What follows belongs to an exercise in optimizing a design on an open flow for small area; a production flow would make more cautious choices. Only simulation tests tie the RTL to the original design; equivalence was not proved. No activity file was given, so power comes from the tool's default toggle rates.

[flow/config.mk]
export PLATFORM = sky130hd
export DESIGN_NAME = msop_core
export DESIGN_NICKNAME = msop_core
export VERILOG_FILES = /design/flow/design.v
export SDC_FILE = /design/flow/constraint.sdc
export NUM_CORES = 4
export LEC_CHECK = 0
export CAP_MARGIN = 20
export CORE_MARGIN = 2
export CORE_UTILIZATION = 40
export PLACE_DENSITY = 0.6
export SLEW_MARGIN = 20
[flow/run.sh]
#!/bin/bash
# synth_recipe.tcl (not shown) runs the flow's synth.tcl, then flattens the netlist and writes it again
# the make line also repeats each setting of config.mk as NAME=value (left out here)
make -C /OpenROAD-flow-scripts/flow DESIGN_CONFIG=/design/flow/config.mk WORK_HOME=/design/flow/orfs CLKGATE_MAP_FILE= SYNTH_SCRIPT=/design/flow/synth_recipe.tcl finish
[flow/design.v]
module msop_core (
    input  wire        clk,
    input  wire        rst,
    output wire [7:0]  imem_addr,
    input  wire [63:0] imem_data,
    output wire        dmem_re,
    output wire        dmem_we,
    output wire [7:0]  dmem_addr,
    output wire [31:0] dmem_wdata,
    input  wire [31:0] dmem_rdata,
    output wire        halted,
    output wire        aborted,
    output wire [1:0]  abort_cause,
    input  wire [3:0]  dbg_sel,
    output wire [31:0] dbg_val
);
    localparam ST_CLR  = 4'd0;    
    localparam ST_FET  = 4'd1;    
    localparam ST_S1   = 4'd2;    
    localparam ST_S2   = 4'd3;    
    localparam ST_IT   = 4'd4;    
    localparam ST_S3   = 4'd5;    
    localparam ST_LDW  = 4'd6;    
    localparam ST_HALT = 4'd7;
    localparam ST_ABT1 = 4'd8;    
    localparam ST_ABT2 = 4'd9;    
    reg  [3:0]   state;
    reg  [7:0]   pc;
    reg  [3:0]   k;
    reg  [511:0] ring;
    reg  [31:0]  A, B, Y;
    reg  [1:0]   lap;
    reg          qn;
    wire [31:0] R = ring[511:480];
    wire [4:0]  op  = imem_data[63:59];
    wire [3:0]  fa  = imem_data[57:54];
    wire [3:0]  fb  = imem_data[52:49];
    wire [3:0]  fc  = imem_data[47:44];
    wire [31:0] imm = imem_data[31:0];
    wire is_ar   = ~op[4] & ~op[3];               
    wire is_mul  = is_ar & (op[1:0] == 2'd0);
    wire is_div  = is_ar & (op[1:0] == 2'd3);
    wire is_md   = is_mul | is_div;
    wire is_as   = is_ar & (op[1] ^ op[0]);       
    wire is_sub  = is_ar & (op[1:0] == 2'd2);
    wire is_mem  = (op[4:2] == 3'b010);           
    wire is_ld   = is_mem & ~op[0];
    wire is_st   = is_mem & op[0];
    wire is_set  = (op == 5'd12);
    wire is_br   = (op >= 5'd13) && (op <= 5'd17);
    wire is_ret  = (op == 5'd18);
    wire regform = is_mem ? op[1] : op[2];
    wire [3:0] kn = k - 4'd1;
    wire mk_a  = (k == fa);
    wire mk_a1 = (kn == fa);
    wire mk_b  = (k == fb);
    wire mk_c  = (k == fc);
    reg  [1:0] xa_sel;    
    reg        s_in;
    reg        selR, selY, selI, inv, cin;
    reg        gate;
    reg        bload, bshift, yload;
    reg        wen, wrd;
    wire [31:0] XA  = (xa_sel == 2'd1) ? A :
                      (xa_sel == 2'd2) ? {A[30:0], s_in} : 32'd0;
    wire [31:0] XBr = (R & {32{selR}}) | (Y & {32{selY}}) | (imm & {32{selI}});
    wire [31:0] XB  = XBr ^ {32{inv}};
    wire [32:0] sum = {1'b0, XA} + {1'b0, XB} + {32'd0, cin};
    wire [31:0] S   = sum[31:0];
    wire        cout = sum[32];
    wire        s_hz = ~|S[31:10];
    wire        s_z  = s_hz & ~|S[9:0];
    wire        s_n  = S[31];
    wire        m31 = regform ? Y[31] : imm[31];
    reg taken;
    always @(*) begin
        case (op[2:0])
            3'd5: taken = s_z;              
            3'd6: taken = ~s_n;             
            3'd7: taken = s_n | s_z;        
            3'd0: taken = ~s_n & ~s_z;      
            default: taken = s_n;           
        endcase
    end
    wire [7:0] target = imm[31] ? 8'd0 : imm[9:2];
    reg [3:0] nstate;
    reg       pc_adv;
    reg       re, we;
    reg       lap_en;
    always @(*) begin
        xa_sel = 2'd1; s_in = 1'b0;
        selR = 1'b0; selY = 1'b0; selI = 1'b0; inv = 1'b0; cin = 1'b0;
        gate = 1'b0; bload = 1'b0; bshift = 1'b0; yload = 1'b0;
        wen = 1'b0; wrd = 1'b0;
        nstate = state; pc_adv = 1'b0; re = 1'b0; we = 1'b0; lap_en = 1'b0;
        case (state)
            ST_CLR: begin
                xa_sel = 2'd0; wen = 1'b1;
                if (k == 4'd0) nstate = ST_FET;
            end
            ST_FET: nstate = ST_S1;
            ST_S1: begin
                if (is_ret) nstate = ST_HALT;
                else if (mk_b) begin
                    xa_sel = 2'd0; selR = 1'b1;
                    inv = is_div & R[31]; cin = is_div & R[31];
                    gate = ~is_md;
                    bload = is_md; yload = is_mul;
                    nstate = ST_S2;
                end
            end
            ST_S2: begin
                if (mk_c) begin
                    selR = regform; selI = ~regform;
                    if (is_md) begin
                        xa_sel = 2'd0;
                        bload = is_mul & regform;
                        yload = is_div;
                        nstate = (is_div & s_z) ? ST_ABT1 : ST_IT;
                    end else begin
                        inv = is_sub; cin = is_sub;
                        gate = is_as | is_mem;
                        nstate = (is_mem & ~s_hz) ? ST_ABT2 : ST_S3;
                    end
                end
            end
            ST_IT: begin
                xa_sel = 2'd2; bshift = 1'b1; lap_en = 1'b1;
                if (!lap[1]) begin
                    s_in = is_div & B[31];
                    selY = regform; selI = ~regform;
                    inv = is_div & ~m31; cin = is_div & ~m31;
                    gate = is_div ? cout : B[31];
                end else begin
                    s_in = B[31] ^ qn;
                end
                if (mk_c && (lap == 2'd3 || (is_mul && lap == 2'd1)))
                    nstate = ST_S3;
            end
            ST_S3: begin
                if (is_ld) begin
                    if (mk_a1) begin re = 1'b1; nstate = ST_LDW; end
                end else if (mk_a) begin
                    pc_adv = 1'b1; nstate = ST_FET;
                    if (is_st) we = 1'b1;
                    else if (is_br) begin xa_sel = 2'd0; selR = 1'b1; end
                    else if (is_set) begin xa_sel = 2'd0; selI = 1'b1; wen = 1'b1; end
                    else begin cin = is_div & qn; wen = 1'b1; end
                end
            end
            ST_LDW: begin
                wen = 1'b1; wrd = 1'b1; pc_adv = 1'b1; nstate = ST_FET;
            end
            default: ;
        endcase
    end
    wire [31:0] W = wrd ? dmem_rdata : S;
    always @(posedge clk) begin
        ring <= {ring[479:0], wen ? W : R};
        A <= gate ? S : XA;
        if (bload)       B <= S;
        else if (bshift) B <= {B[30:0], gate};
        if (yload) Y <= S;
        if (state == ST_S1 || state == ST_S2) qn <= (state == ST_S1) ? R[31] : qn ^ S[31];
        if (rst) begin
            state <= ST_CLR;
            pc    <= 8'd0;
            k     <= 4'd15;
        end else begin
            state <= nstate;
            k     <= kn;
            if (pc_adv) pc <= (is_br & taken) ? target : pc + 8'd1;
        end
        if (state != ST_IT) lap <= 2'd0;
        else if (lap_en && mk_c) lap <= lap + 2'd1;
    end
    assign imem_addr   = pc;
    assign dmem_re     = re;
    assign dmem_we     = we;
    assign dmem_addr   = A[9:2];
    assign dmem_wdata  = R;
    assign halted      = (state == ST_HALT);
    assign aborted     = (state == ST_ABT1) || (state == ST_ABT2);
    assign abort_cause = {state == ST_ABT2, state == ST_ABT1};
    wire [3:0] pos = dbg_sel + ~k;
    reg  [31:0] dv;
    integer i;
    always @(*) begin
        dv = 32'd0;
        for (i = 0; i < 16; i = i + 1)
            dv = dv | (ring[i*32 +: 32] & {32{pos == i[3:0]}});
    end
    assign dbg_val = dv;
endmodule
[flow/constraint.sdc]
create_clock -name core_clock -period 13.0 [get_ports {clk}]
set_input_delay 2.6000 -clock core_clock [delete_from_list [all_inputs] [get_ports {clk}]]
set_output_delay 2.6000 -clock core_clock [all_outputs]
set_load 0.01 [all_outputs]
==> summary.txt <==
==> critical path: cells and delay by family <==
kind	cells	cell delay, ns
AO/OA/AOI/OAI	10	3.43
AND/OR/NAND/NOR	5	1.50
adder cells (fa/ha/maj)	3	1.15
buffers and inverters	3	1.14
XOR/XNOR	2	0.45
multiplexers	1	0.18
==> worst min-delay path by stage <==
stage	from	end
after global routing	ring[420]	ring[452]
after floorplan	ring[94]	ring[126]
after detailed placement	ring[85]	ring[117]
after global placement	ring[210]	ring[242]
final	ring[386]	ring[418]
after CTS	ring[324]	ring[356]
==> stage by stage <==
stage          setup slack [ns]  cells  utilization
3_3_place_gp               2.66   2742        0.446
4_1_cts                    3.10   2855        0.486
2_1_floorplan              4.60   1952            -
6_report                   3.00   2858        0.487
3_5_place_dp               2.46   2742        0.446
5_1_grt                    2.61   2858        0.487
==> cell usage after synthesis (6+ instances only) <==
cell type,n
sky130_fd_sc_hd__xor2_1,24
sky130_fd_sc_hd__o21ai_0,89
sky130_fd_sc_hd__clkbuf_1,91
sky130_fd_sc_hd__nor2b_1,7
sky130_fd_sc_hd__o211ai_1,13
sky130_fd_sc_hd__and2_1,9
sky130_fd_sc_hd__inv_1,40
sky130_fd_sc_hd__a21oi_1,62
sky130_fd_sc_hd__a222oi_1,32
sky130_fd_sc_hd__mux2i_1,32
sky130_fd_sc_hd__ha_1,42
sky130_fd_sc_hd__xnor2_1,57
sky130_fd_sc_hd__dfxtp_1,562
sky130_fd_sc_hd__nand2_1,125
sky130_fd_sc_hd__nor3_1,25
sky130_fd_sc_hd__nor4b_1,6
sky130_fd_sc_hd__nand2b_1,10
sky130_fd_sc_hd__a31oi_1,7
sky130_fd_sc_hd__nor2_1,73
sky130_fd_sc_hd__a21o_1,13
sky130_fd_sc_hd__buf_4,42
sky130_fd_sc_hd__buf_2,21
sky130_fd_sc_hd__a22oi_1,6
sky130_fd_sc_hd__nand4_1,43
sky130_fd_sc_hd__mux2_2,42
sky130_fd_sc_hd__or3_1,6
sky130_fd_sc_hd__a22o_1,158
sky130_fd_sc_hd__and3_1,8
sky130_fd_sc_hd__nand3_1,20
sky130_fd_sc_hd__a221oi_1,129
sky130_fd_sc_hd__edfxtp_1,65
==> logic make-up (layout without fill, tap and decap cells) <==
| group | after synthesis | in the layout | share of synthesized area |
|---|---|---|---|
| flip-flops | 627 | 627 | 0.589 |
| AO/OA/AOI/OAI | 565 | 565 | 0.195 |
| AND/OR/NAND/NOR | 360 | 360 | 0.0801 |
| buffers and inverters | 199 | 355 | 0.0416 |
| XOR/XNOR | 82 | 82 | 0.0324 |
| multiplexers | 74 | 74 | 0.0354 |
| adder cells (fa/ha/maj) | 45 | 45 | 0.0261 |
| other | 0 | 2 | 0 |
==> registers in the layout, indices dropped and copies added (netlist names) <==
| signal | count |
|---|---|
| A | 32 |
| B | 32 |
| Y | 32 |
| k | 4 |
| lap | 2 |
| pc | 8 |
| qn | 1 |
| ring | 512 |
| state | 4 |
==> layout make-up <==
| class | instances | area, um^2 | area share |
|---|---|---|---|
| clock inverter | 27 | 344 | 0.0128 |
| sequential | 627 | 13200 | 0.492 |
| tap | 748 | 936 | 0.0348 |
| timing repair buffer | 201 | 1950 | 0.0727 |
| multi-input combinational | 1126 | 8400 | 0.313 |
| clock buffer | 86 | 1860 | 0.0694 |
| inverter | 41 | 154 | 0.00573 |
| antenna | 2 | 5.00 | 0.000186 |
==> metal layers <==
metal	global-route usage	wire length (um)
met3	0.0309	4240
met1	0.310	29600
met5	0	0
met2	0.375	31000
met4	0.0782	2010
==> placed cells by master (no fill, tap or decap), types with 11 or more instances in the layout <==
cell type                           n
sky130_fd_sc_hd__nor3_1            17
sky130_fd_sc_hd__a22o_1           158
sky130_fd_sc_hd__a221oi_1         129
sky130_fd_sc_hd__edfxtp_1          65
sky130_fd_sc_hd__mux2i_1           32
sky130_fd_sc_hd__clkbuf_8          18
sky130_fd_sc_hd__nand4_1           43
sky130_fd_sc_hd__nor2_2            11
sky130_fd_sc_hd__clkbuf_16         64
sky130_fd_sc_hd__xnor2_1           57
sky130_fd_sc_hd__dfxtp_1          562
sky130_fd_sc_hd__mux2_2            42
sky130_fd_sc_hd__a21o_1            13
sky130_fd_sc_hd__buf_4             28
sky130_fd_sc_hd__nand3_1           20
sky130_fd_sc_hd__inv_1             40
sky130_fd_sc_hd__a222oi_1          32
sky130_fd_sc_hd__o211ai_1          13
sky130_fd_sc_hd__a21oi_1           62
sky130_fd_sc_hd__clkdlybuf4s50_1  172
sky130_fd_sc_hd__ha_1              42
sky130_fd_sc_hd__o21ai_0           89
sky130_fd_sc_hd__xor2_1            24
sky130_fd_sc_hd__nand2_1          125
sky130_fd_sc_hd__nor2_1            60
==> power groups by stage <==
stage / clock network (mW) / registers [mW] / logic, mW
CTS: 1.91 / 1.98 / 0.278
floorplan: 0 / 2.01 / 0.166
finish: 1.88 / 1.98 / 0.280
global route: 1.99 / 1.98 / 0.298
detailed placement: 0 / 2.02 / 0.278
global placement: 0 / 2.02 / 0.275
==> reports/summary.log <==
qor: floorplanning.num_io_pins 188
qor: timing.transition_at_the_pin_with_the_smallest_max_transition_slack 1.14 ns
qor: final_layout.syn2layout_area_growth 19.8%
qor: worst_setup_path.worstPathArrival 10.49 ns
qor: worst_setup_path.path_max_fanout 32
qor: floorplanning.num_rows 86
qor: worst_setup_path.timing.critical_path.slowest_stage_cell sky130_fd_sc_hd__a31oi_1
qor: placed_design.placed_cell_area 24600 um^2
qor: worst_setup_path.reg2reg_depth 22
qor: drt.post_drt_wl_per_cell 23.4 um
qor: floorplanning.area_enclosed_by_the_die_boundary 58000 um^2
qor: power_and_ir_drop.internal_power 3.14 mW
qor: global_routing.first_pass_grt_wire_length 100 mm
qor: timing.clock.fmax 100 MHz
qor: timing.slew_headroom 0.232
qor: timing.finalWorstPathRequiredPeriod 10.00 ns
qor: power_and_ir_drop.share_comb_of_total_power 0.068
qor: global_routing.antenna_found_initial 2
qor: global_routing.first_global_vias 16.0k
qor: power_and_ir_drop.p_switching 0.994 mW
qor: worst_setup_path.crit_type in2reg
qor: drt.drt_first_iter_violations 1633
qor: global_routing.grt_max_degree 63
qor: worst_setup_path.endpoint pc[5]
qor: placed_design.gpl.final_weighted_congestion 0.926
qor: clock_network.cts.repair.resized 0
qor: yosys.post_synth_num_cell_types 84
qor: clock_network.holdBufCountCts 0
qor: yosys.async_sr_flop_fraction 0
qor: clock_network.tritoncts built
qor: final_layout.filler_cell_count 4911
qor: timing.finClkSkew 0.0420 ns
qor: timing.sum_of_negative_setup_slack 0 ns
qor: yosys.instance_count_of_the_mapped_netlist 1952
qor: timing.setup_violations 0
qor: yosys.postSynthNetCount 2099
qor: floorplanning.die-width 241 um
qor: drt.routed-via-count 16.3k
qor: power_and_ir_drop.total_power 4.14 mW
qor: final_layout.finish.net_count 2204
qor: timing.fin_hold_ws 0.314 ns
qor: yosys.netlist.top_cell.by_area sky130_fd_sc_hd__dfxtp_1
qor: worst_setup_path.start_kind primary input
qor: clock_network.clockBufferDepth 3
qor: power_and_ir_drop.pwr-share-seq 0.478
qor: placed_design.io_buffers 172
qor: timing.rsz0062_at_grt no
qor: power_and_ir_drop.leakagePower 10.1 nW
qor: yosys.synth_top_cells_by_area sky130_fd_sc_hd__dfxtp_1 (50%), sky130_fd_sc_hd__edfxtp_1 (8.7%), sky130_fd_sc_hd__a22o_1 (6.2%)
qor: yosys.avgSynthCellArea 11.5 um^2
qor: worst_setup_path.cp-end-kind flop
qor: final_layout.final_layout_size_suffix_gt1_frac 0.108
qor: clock_network.clkSlewWorstSetupHoldPaths 0.07 ns
qor: worst_setup_path.cp_data_required_time 13.49 ns
qor: run.timing.max_cap.violations 0
qor: run_status.outcome complete, no violations
qor: clock_network.insertion_delay 0.64 ns
qor: clock_network.clkSinkCount 627
qor: timing.slew_viol_final 0
qor: power_and_ir_drop.p_sw_frac 0.240
qor: floorplanning.design.core.area 55200 um^2
qor: yosys.postSynth.topFlopCell sky130_fd_sc_hd__dfxtp_1
qor: global_routing.grtUsageTotal 0.228
qor: yosys.synth_top_area_frac 0.502
qor: timing.hold_viol 0
qor: final_layout.finalInstanceArea 26900 um^2
qor: floorplanning.floorplan.initialDensity 0.406
qor: yosys.synth-edff-count 65
qor: clock_network.htree_levels 2
qor: clock_network.cts-buffers-inserted 60
qor: worst_setup_path.critPathMaxStageDelay 0.78 ns
qor: global_routing.grt_overflow 0
qor: yosys.synth_sequential_area_ratio 0.589
qor: worst_setup_path.timing.critical_path.from imem_data[60]
qor: timing.period_share 0.769
qor: yosys.yosys_warnings 1
qor: power_and_ir_drop.ir_drop_worst_case_vdd 119 uV
qor: worst_setup_path.startpoint_of_the_lowest_slack_register_to_register_path k[2]
qor: hold_path.whs_path_depth 0
qor: hold_path.hp-class reg2reg
qor: clock_network.post_cts_buffers 0
qor: worst_setup_path.worstReg2RegEnd pc[5]
qor: floorplanning.die_h 241 um
qor: worst_setup_path.timing.critical_path.cells clkdlybuf4s50_1 > inv_1 > ha_1 > or3_1 > a31oi_1 > nand2_1 > o31ai_4 > buf_4 > a222oi_1 > xnor2_1 > fa_1 > fa_1 > nand2b_1 > a21oi_2 > o21ai_2 > o21ai_0 > a211oi_1 > xnor2_1 > nor4b_1 > and4_1 > a21oi_1 > o31ai_4 > mux2i_1 > a311o_1
qor: drt.route.detailed.drc 0
qor: placed_design.place_hpwl 43.7 mm
qor: clock_network.clock-root-buffer sky130_fd_sc_hd__clkbuf_16
qor: drt.routed_wirelength 66.8 mm
qor: worst_setup_path.setup.reg_to_reg.worst_slack 5.21 ns
qor: drt.detailedRoute.firstPassIterationCount 6
qor: drt.route.antenna.remaining_nets 0
qor: power_and_ir_drop.pwr-share-clk 0.454
qor: power_and_ir_drop.powerDensity 154 nW/um^2
qor: drt.route.detailed.vias_per_inst 5.69
qor: yosys.synthesis.area 22400 um^2
qor: yosys.ys_seq_elements 627

-- afterwards: timing with drivers on the ports --
How much do the figures lean on ideal ports? The routed layout below was timed once more, with nothing changed but the port constraints.
Step 1 assumes that a clkbuf_16 drives the clock port and a buf_2 every other input.
Step 2 adds t to the input delays and takes it off the output delays; t is the mean of the earliest and latest rising clock arrival at the registers after step 1. Input paths then give back, and output paths get back, about the clock's delay inside the block.
Three values: ideal ports, drivers, drivers and shift; two values: the first two.
shift t [ns]: 0.670
slack for setup (ns): 3.000 / 3.028 / 2.358
hold slack, ns: 0.314 / 0.314 / 0.314
worst setup path at the end: input to register
After both steps this run still meets setup and hold. The setup slack of this run moves by +0.028 ns with the drivers and by -0.642 ns with both steps.
